Context: an optimization exercise on an open-source flow, tuned for small area. The choices shown serve that exercise and are no tape-out recipe. In this exercise RTL edits were held to simulation tests only and were not proved equivalent to the original. The clock input has no modelled driver; a real chip could not lean on it and would need a root buffer or a full tree. Power and IR drop assume default switching activity.

==> inputs of run H <==
Design twi_engine, start of the top module:
module twi_engine (
    input  wire       clk,
    input  wire       rst,
    input  wire       cmd_valid,
    input  wire [7:0] cmd_data,
    output wire       cmd_ready,
    output wire       rsp_valid,
    output reg  [7:0] rsp_data,
    input  wire       rsp_ready,
    output reg        scl_oe,
    output reg        sda_oe,
    input  wire       sda_i
);
    localparam [3:0] O_TWINIT   = 4'b0000;
    localparam [3:0] O_START    = 4'b0001;
    localparam [3:0] O_WRITE    = 4'b0010;
    localparam [3:0] O_READ     = 4'b0011;
    localparam [3:0] O_STOP     = 4'b0110;
    localparam [3:0] O_WRREG    = 4'b0100;
    localparam [3:0] O_RDREG    = 4'b0101;
    localparam [3:0] O_EERD     = 4'b1000;
    localparam [3:0] O_EEWR     = 4'b1001;
    localparam [3:0] O_EEGETCUR = 4'b1010;
    localparam [3:0] O_EESETCUR = 4'b1011;
    localparam [3:0] O_TOBCD    = 4'b1100;
    localparam [3:0] O_FROMBCD  = 4'b1101;
    localparam [3:0] F_END  = 4'b0000;
    localparam [3:0] F_DIV  = 4'b0001;    
    localparam [3:0] F_ELO  = 4'b0010;    
    localparam [3:0] F_EHI  = 4'b0011;    
    localparam [3:0] F_S1   = 4'b0100;    
    localparam [3:0] F_S2   = 4'b0101;    
    localparam [3:0] F_P    = 4'b0110;    
    localparam [3:0] F_WD   = 4'b1000;    
    localparam [3:0] F_RD   = 4'b1001;    
    localparam [3:0] F_W0   = 4'b1010;    
    localparam [3:0] F_WR   = 4'b1011;    
    localparam [3:0] F_SLAW = 4'b1100;    
    localparam [3:0] F_SLAR = 4'b1101;    
    localparam [2:0] C_OPC   = 3'b100;
    localparam [2:0] C_ARG   = 3'b101;
    localparam [2:0] C_ISSUE = 3'b000;
    localparam [2:0] C_WAIT  = 3'b001;
    localparam [2:0] C_RSP   = 3'b010;
    function [15:0] radd;    
        input [15:0] a;
        input [15:0] b;
        input        cin;
        integer i;
        reg c;
        begin
            c = cin;
            for (i = 0; i < 16; i = i + 1) begin
                radd[i] = a[i] ^ b[i] ^ c;
                c = (a[i] & b[i]) | (c & (a[i] ^ b[i]));
            end
        end
    endfunction
    function [15:0] rinc;    
        input [15:0] a;
        integer i;
  ...
==> flow/config.mk <==
export PLATFORM = sky130hd
export DESIGN_NAME = twi_engine
export DESIGN_NICKNAME = twi_engine
export VERILOG_FILES = /design/flow/design.v
export SDC_FILE = /design/flow/constraint.sdc
export NUM_CORES = 4
export LEC_CHECK = 0
export ABC_AREA = 1
export CAP_MARGIN = 20
export CORE_MARGIN = 2
export CORE_UTILIZATION = 40
export CTS_BUF_LIST = sky130_fd_sc_hd__clkbuf_8
export PLACE_DENSITY = 0.6
export SLEW_MARGIN = 20
==> flow/constraint.sdc <==
create_clock -name core_clock -period 10.0 [get_ports {clk}]
set_input_delay 2.0000 -clock core_clock [delete_from_list [all_inputs] [get_ports {clk}]]
set_output_delay 2.0000 -clock core_clock [all_outputs]
set_load 0.01 [all_outputs]
standard.sh (not shown) runs the stock make flow with config.mk's settings and CLKGATE_MAP_FILE= SYNTH_SCRIPT=/design/flow/synth_recipe.tcl, a recipe that flattens the netlist after the stock synthesis.
==> flow/flow/run.sh <==
#!/bin/bash
# The standard layout with these changes to how it is made:
#  * the port buffers are the smallest buffer cell.
#  * the clock tree is one level of four buffers (flow/cts_tree.tcl).
set -e
here=$(pwd)
rm -rf "$here/scripts"
cp -r "$FLOW_HOME/scripts" "$here/scripts"
cp "$here/flow/abc_area.script" "$here/scripts/abc_area.script"
export SCRIPTS_DIR="$here/scripts"
export BUFFER_PORTS_ARGS="-buffer_cell sky130_fd_sc_hd__buf_1"
export PRE_CTS_TCL="$here/flow/cts_tree.tcl"
bash standard.sh ADDER_MAP_FILE= finish > standard.log 2>&1
==> flow/flow/abc_area.script <==
strash
balance
rewrite
refactor
balance
rewrite -z
refactor -z
rewrite -z
balance
dch -f
map -a
strash
dch -f
map -a
==> flow/flow/cts_tree.tcl <==
proc clock_tree_synthesis { args } {
  set master_name sky130_fd_sc_hd__buf_12
  set nx 3
  set ny 1
  set db [ord::get_db]
  set block [ord::get_db_block]
  set clknet [$block findNet clk]
  set master [$db findMaster $master_name]
  set sinks {}
  foreach iterm [$clknet getITerms] {
    set bb [[$iterm getInst] getBBox]
    set x [expr {([$bb xMin] + [$bb xMax]) / 2}]
    set y [expr {([$bb yMin] + [$bb yMax]) / 2}]
    lappend sinks [list $iterm $x $y]
  }
  set sorted [lsort -integer -index 1 $sinks]
  set n [llength $sorted]
  set groups {}
  for {set i 0} {$i < $nx} {incr i} {
    set col [lrange $sorted [expr {$i * $n / $nx}] [expr {($i + 1) * $n / $nx - 1}]]
    set col [lsort -integer -index 2 $col]
    set m [llength $col]
    for {set j 0} {$j < $ny} {incr j} {
      lappend groups [lrange $col [expr {$j * $m / $ny}] [expr {($j + 1) * $m / $ny - 1}]]
    }
  }
  set k 0
  foreach g $groups {
    set inst [odb::dbInst_create $block $master clkbuf_leaf_$k]
    set net [odb::dbNet_create $block clknet_leaf_$k]
    $net setSigType CLOCK
    set sx 0
    set sy 0
    foreach s $g {
      set it [lindex $s 0]
      $it disconnect
      $it connect $net
      set sx [expr {$sx + [lindex $s 1]}]
      set sy [expr {$sy + [lindex $s 2]}]
    }
    [$inst findITerm A] connect $clknet
    [$inst findITerm X] connect $net
    $inst setLocation [expr {$sx / [llength $g]}] [expr {$sy / [llength $g]}]
    $inst setPlacementStatus PLACED
    puts "clock buffer $k ($master_name): [llength $g] registers"
    incr k
  }
  $clknet setSigType CLOCK
  set_propagated_clock [all_clocks]
}
==> inputs of run F, as changes to run H <==
--- a/flow/design.v
+++ b/flow/design.v
@@ -33,19 +33,16 @@
     localparam [3:0] F_P    = 4'b0110;    
     localparam [3:0] F_WD   = 4'b1000;    
     localparam [3:0] F_RD   = 4'b1001;    
     localparam [3:0] F_W0   = 4'b1010;    
     localparam [3:0] F_WR   = 4'b1011;    
     localparam [3:0] F_SLAW = 4'b1100;    
     localparam [3:0] F_SLAR = 4'b1101;    
-    localparam [2:0] C_OPC   = 3'b100;
-    localparam [2:0] C_ARG   = 3'b101;
-    localparam [2:0] C_ISSUE = 3'b000;
-    localparam [2:0] C_WAIT  = 3'b001;
-    localparam [2:0] C_RSP   = 3'b010;
+    localparam [3:0] F_OPC  = 4'b1110;    
+    localparam [3:0] F_ARG  = 4'b1111;    
     function [15:0] radd;    
         input [15:0] a;
         input [15:0] b;
         input        cin;
         integer i;
         reg c;
         begin
@@ -76,31 +73,30 @@
         begin
             g = 1'b1;
             for (i = 0; i < 16; i = i + 1)
                 g = k[i] ? (a[i] & g) : (a[i] | g);
             rge = g;
         end
     endfunction
-    reg [2:0]  cstate;
+    reg        issued;    
     reg [3:0]  opc;
     reg [1:0]  argi;
     reg [3:0]  fph;       
     reg        topen;
     reg        taddr;
     reg [6:0]  a1;        
     reg [23:0] dq;
     reg        bbusy;     
-    reg        bstop;     
     reg [4:0]  hc;        
     reg [9:0]  khz;       
     reg [12:0] acc;       
     reg [2:0]  cyc;       
     reg [1:0]  sync;
-    assign cmd_ready = cstate[2];
-    assign rsp_valid = cstate[1];
+    assign cmd_ready = fph[3] & fph[2] & fph[1];    
+    assign rsp_valid = issued & mk_emit;
     wire [3:0] cmd_code = {cmd_data[5], cmd_data[4] | cmd_data[2],
                            cmd_data[1] | cmd_data[2], cmd_data[0]};
     reg [1:0] last_arg;
     always @(*) begin
         last_arg = 2'd0;
         if (opc == O_TWINIT || opc == O_RDREG)
             last_arg = 2'd1;
@@ -112,19 +108,18 @@
     wire f_man = (opc[3:2] == 2'b00) || (opc == O_STOP);       
     wire f_rd  = (opc == O_RDREG) || (opc == O_EERD) || (opc == O_EEGETCUR);
     wire f_two = (opc == O_EEGETCUR) || (opc == O_EESETCUR);
     wire f_td  = (opc == O_EESETCUR);
     reg [3:0] init_ph;
     always @(*) begin
         init_ph = F_S1;
-        if (cmd_code == O_TWINIT)  init_ph = F_DIV;
-        if (cmd_code == O_WRITE)   init_ph = F_WD;
-        if (cmd_code == O_READ)    init_ph = F_RD;
-        if (cmd_code == O_STOP)    init_ph = F_P;
-        if (cmd_code[3:2] == 2'b11) init_ph = F_ELO;
+        if (opc == O_TWINIT)  init_ph = F_DIV;
+        if (opc == O_WRITE)   init_ph = F_WD;
+        if (opc == O_READ)    init_ph = F_RD;
+        if (opc[3:2] == 2'b11) init_ph = F_ELO;
     end
     wire       round    = ~argi[0];
     wire [1:0] argi_dec = {argi[1] ^ ~argi[0], ~argi[0]};
     wire [1:0] argi_inc = {argi[1] ^ argi[0], ~argi[0]};
     reg  [3:0] nph;
     always @(*) begin
         nph = F_END;
@@ -138,59 +133,59 @@
         if (fph == F_S2)   nph = F_SLAR;
         if (fph == F_SLAR) nph = F_RD;
         if (fph == F_RD)   nph = f_man ? F_ELO : F_P;
         if (fph == F_P)    nph = (f_two && !round) ? F_S1 :
                                  f_rd ? (f_two ? F_EHI : F_ELO) : F_END;
         if (fph == F_EHI)  nph = F_ELO;
     end
-    wire mk_frame = fph[3];
+    wire mk_frame = fph[3] & ~(fph[2] & fph[1]);
     wire reading  = (fph == F_RD);
     wire mk_wd    = (fph == F_WD);
     wire mk_start = (fph == F_S1) || (fph == F_S2);
     wire mk_stop  = (fph == F_P);
     wire mk_div   = (fph == F_DIV);
     wire mk_emit  = (fph == F_ELO) || (fph == F_EHI);
     wire mk_end   = (fph == F_END);
     wire ack_out  = (opc == O_READ) & a1[0];
     wire [3:0]  bitn     = hc[4:1];
     wire [15:0] acc_sum  = radd({3'd0, acc}, {6'd0, khz}, 1'b0);
     wire        half_end = rge(acc_sum, 16'd8001);
     wire        at4      = (cyc == 3'd5);
     wire        sda_in   = sync[1];
     wire        bidle    = ~bbusy;
-    wire        b_stop   = bbusy & bstop;
-    wire        b_start  = bbusy & ~bstop & mk_start;
-    wire        b_frame  = bbusy & ~bstop & mk_frame;
-    wire        b_div    = bbusy & ~bstop & mk_div;
+    wire        b_run    = bbusy & issued & ~mk_emit;
+    wire        b_stop   = bbusy & ~b_run;
+    wire        b_start  = b_run & mk_start;
+    wire        b_frame  = b_run & mk_frame;
+    wire        b_div    = b_run & mk_div;
     wire [4:0]  hc_inc   = rinc({11'd0, hc});
     wire [2:0]  cyc_inc  = rinc({13'd0, cyc});
     wire [7:0] sla = {a1, fph[0]};    
     reg fbit;
     always @(*) begin
         fbit = dq[23];
         if (fph == F_SLAW || fph == F_SLAR)
             fbit = sla[~bitn[2:0]];
         if (fph == F_WR)
             fbit = (bitn[2:0] == 3'd7) & round;
         if (fph == F_W0)
             fbit = 1'b0;
     end
-    wire go = (cstate == C_ISSUE) && bidle && !mk_end && !mk_emit;
+    wire go = !issued && bidle && (mk_frame || mk_start || mk_stop || mk_div);
     always @(posedge clk) begin
         sync <= {sync[0], sda_i};
         if (go || half_end) begin
             acc <= {3'd0, khz};
             cyc <= 3'd1;
         end else begin
             acc <= acc_sum[12:0];
             if (cyc != 3'd7) cyc <= cyc_inc;
         end
     end
     always @(posedge clk) begin
-        if (go) bstop <= mk_stop;
         if (rst) begin
             bbusy  <= 1'b0;
             scl_oe <= 1'b0;
             sda_oe <= 1'b0;
         end else begin
             if (go) bbusy <= 1'b1;
             if (b_div && hc[3:0] == 4'd15)
@@ -264,99 +259,85 @@
                 khz <= {a1[1:0], dq[23:16]};
         end else if (half_end) begin
             hc <= hc_inc;
             if (b_frame && hc[0] && (reading || mk_wd) &&
                 (!bitn[3] || (mk_wd && opc == O_WRITE)))
                 dq <= {dq[22:0], sda_in};
         end
-        if (cstate == C_ARG && cmd_valid) begin
+        if (fph == F_ARG && cmd_valid) begin
             if (argi == 2'd0) a1 <= cmd_data[6:0];
             if (!argi[1])     dq[23:16] <= cmd_data;
             if (argi == 2'd2) dq[15:8]  <= cmd_data;
             if (argi == 2'd3) dq[7:0]   <= cmd_data;
             if (argi == 2'd0 && opc[3:2] == 2'b11) dq[7:0] <= bcd_res;
         end
     end
     always @(posedge clk) begin
         if (rst) begin
-            cstate <= C_OPC;
+            fph    <= F_OPC;
+            issued <= 1'b0;
             topen  <= 1'b0;
         end else begin
-            case (cstate)
-                C_OPC: begin
+            case (fph)
+                F_OPC: begin
                     if (cmd_valid) begin
-                        if (cmd_code == O_START || cmd_code == O_STOP)
-                            cstate <= C_ISSUE;
+                        if (cmd_code == O_START)
+                            fph <= F_S1;
+                        else if (cmd_code == O_STOP)
+                            fph <= F_P;
                         else
-                            cstate <= C_ARG;
+                            fph <= F_ARG;
                     end
                 end
-                C_ARG: begin
+                F_ARG: begin
                     if (cmd_valid && argi == last_arg)
-                        cstate <= C_ISSUE;
+                        fph <= init_ph;
                 end
-                C_ISSUE: begin
-                    if (mk_end)
-                        cstate <= C_OPC;
-                    else if (mk_emit)
-                        cstate <= C_RSP;
-                    else if (bidle) begin
-                        if (mk_stop)
-                            topen <= 1'b0;    
-                        else
-                            cstate <= C_WAIT;
+                F_END: fph <= F_OPC;
+                F_P: begin
+                    if (bidle) begin
+                        topen <= 1'b0;
+                        fph   <= nph;
                     end
                 end
-                C_WAIT: begin
-                    if (bidle)
-                        cstate <= C_ISSUE;
-                end
-                default: begin  
-                    if (rsp_ready) begin
+                F_ELO, F_EHI: begin
+                    if (!issued)
+                        issued <= 1'b1;
+                    else if (rsp_ready) begin
                         if (opc == O_START)
                             topen <= 1'b1;
-                        cstate <= C_ISSUE;
+                        issued <= 1'b0;
+                        fph    <= nph;
+                    end
+                end
+                default: begin
+                    if (bidle) begin
+                        issued <= ~issued;
+                        if (issued)
+                            fph <= nph;
                     end
                 end
             endcase
         end
     end
     always @(posedge clk) begin
-        case (cstate)
-            C_OPC: begin
-                opc   <= cmd_code;
-                argi  <= 2'd0;
-                fph   <= init_ph;
-            end
-            C_ARG: begin
-                if (cmd_valid) argi <= argi_inc;
-            end
-            C_ISSUE: begin
-                if (!mk_end && !mk_emit && bidle) begin
-                    if (mk_stop) begin
-                        fph <= nph;
-                        if (f_two) argi <= argi_dec;
-                    end
-                end
-            end
-            C_WAIT: begin
-                if (bidle) begin
-                    if (mk_start) taddr <= 1'b1;
-                    if (mk_wd && !f_two) argi <= argi_dec;
-                    fph <= nph;
-                end
-            end
-            C_RSP: begin
-                if (rsp_ready) begin
-                    fph <= nph;
-                    if (opc == O_WRITE) taddr <= 1'b0;
-                end
-            end
-            default: ;
-        endcase
+        if (fph == F_OPC) begin
+            opc  <= cmd_code;
+            argi <= 2'd0;
+        end
+        if (fph == F_ARG && cmd_valid)
+            argi <= argi_inc;
+        if (fph == F_P && bidle && f_two)
+            argi <= argi_dec;
+        if (issued && bidle) begin
+            if (mk_start) taddr <= 1'b1;
+            if (mk_wd && !f_two) argi <= argi_dec;
+        end
+        if (issued && mk_emit && rsp_ready && opc == O_WRITE)
+            taddr <= 1'b0;
     end
     always @(*) begin
         case (opc)
             O_START: rsp_data = topen ? 8'h10 : 8'h08;
             O_WRITE: begin
                 if (taddr)
                     rsp_data = a1[0] ? (dq[0] ? 8'h48 : 8'h40)
==> flow/flow/abc_area.script (replaced) <==
strash
balance
rewrite
refactor
balance
rewrite -z
refactor -z
rewrite -z
balance
&get -n
&dch -f
&nf -a -R 100
&put
strash
&get -n
&dch -f
&nf -a -R 100
&put
strash
&get -n
&dch -f
&nf -a -R 100
&put
--- a/flow/flow/cts_tree.tcl
+++ b/flow/flow/cts_tree.tcl
@@ -1,11 +1,11 @@
 proc clock_tree_synthesis { args } {
   set master_name sky130_fd_sc_hd__buf_12
-  set nx 3
-  set ny 1
+  set nx 2
+  set ny 2
   set db [ord::get_db]
   set block [ord::get_db_block]
   set clknet [$block findNet clk]
   set master [$db findMaster $master_name]
   set sinks {}
   foreach iterm [$clknet getITerms] {
     set bb [[$iterm getInst] getBBox]
CAP_MARGIN = 0   (was 20)
CTS_BUF_LIST = not set   (was sky130_fd_sc_hd__clkbuf_8)
GPL_ROUTABILITY_DRIVEN = 0   (was not set)
GPL_TIMING_DRIVEN = 0   (was not set)
SLEW_MARGIN = 0   (was 20)
==> inputs of run M, as changes to run H <==
--- a/flow/flow/cts_tree.tcl
+++ b/flow/flow/cts_tree.tcl
@@ -1,11 +1,11 @@
 proc clock_tree_synthesis { args } {
   set master_name sky130_fd_sc_hd__buf_12
-  set nx 3
-  set ny 1
+  set nx 2
+  set ny 2
   set db [ord::get_db]
   set block [ord::get_db_block]
   set clknet [$block findNet clk]
   set master [$db findMaster $master_name]
   set sinks {}
   foreach iterm [$clknet getITerms] {
     set bb [[$iterm getInst] getBBox]
CAP_MARGIN = 0   (was 20)
CORE_UTILIZATION = 60   (was 40)
CTS_BUF_LIST = not set   (was sky130_fd_sc_hd__clkbuf_8)
PLACE_DENSITY = 0.8   (was 0.6)
SLEW_MARGIN = 0   (was 20)
==> notes <==
Between run F and run H, the lower combinational power is in run F (gap 13%, measured against run H).
The highest total power belongs to run M, the lowest to run F.
In run F the sequential cell count is lower than in run M, by 3.
Utilization, highest first: run M, run F, run H.
Against run F, the synthesized area of run H is higher by about 5%.
==> figures <==
| metric | run H | run F | run M |
|---|---|---|---|
| Result of the run | timing/DRC/antenna clean | timing/DRC/antenna clean | timing/DRC/antenna clean |
| Worst Clk Skew | 0.0166 ns | 0.00892 ns | 0.00707 ns |
| Adder-cell share of the synthesized area | 0.00858 | 0.0180 | 0.00858 |
| Synthesized-area fraction occupied by ao, oa, aoi and oai cells | 0.245 | 0.224 | 0.245 |
| Fraction of layout instances using a drive strength above 1 | 0.0145 | 0.0103 | 0.0145 |
| DRC violation total after the first TritonRoute iteration | 286 | 314 | 322 |
| Power share of the sequential group | 0.441 | 0.452 | 0.438 |
| Capture point of the worst reg-to-reg path | dq[9]$_DFF_P_ | dq[1]$_DFF_P_ | dq[9]$_DFF_P_ |
| Area share of the largest cell type after synthesis | 0.232 | 0.266 | 0.232 |
| Fill count | 1214 | 1112 | 704 |
| Number of logic stages on the critical path including buffering | 26 | 18 | 26 |
No run of this note takes its clock network from TritonCTS; it comes from the design's own scripts or RTL.

-- separate check: timing with driven ports --
In the flow no input, the clock included, has a driving cell. The finished layouts below were timed again as built, in two steps.
Step 1 (the two cells are an assumption about what drives the block):
set clk [get_ports {clk}]
set_driving_cell -lib_cell sky130_fd_sc_hd__clkbuf_16 $clk
set_driving_cell -lib_cell sky130_fd_sc_hd__buf_2 [delete_from_list [all_inputs] $clk]
Step 2 times the ports against the registers' clock, not the clock port: input delays grow and output delays shrink by t, the midpoint of the rising clock arrivals with the driver on.
Three values: ideal ports, drivers, drivers and shift; two values: the first two.
run	t (ns)	slack for setup (ns)	worst hold slack (ns)	worst register clock-pin slew, ns	worst data-port slew with drivers (ns)
run H	0.209	4.059 / 4.059 / 4.059	0.353 / 0.353 / 0.353	0.12 / 0.12	0.03
run F	0.210	2.886 / 2.886 / 2.886	0.334 / 0.334 / 0.334	0.09 / 0.09	0.04
run M	0.208	4.072 / 4.072 / 4.072	0.336 / 0.336 / 0.336	0.09 / 0.09	0.03
After both steps every run listed still meets setup and hold.
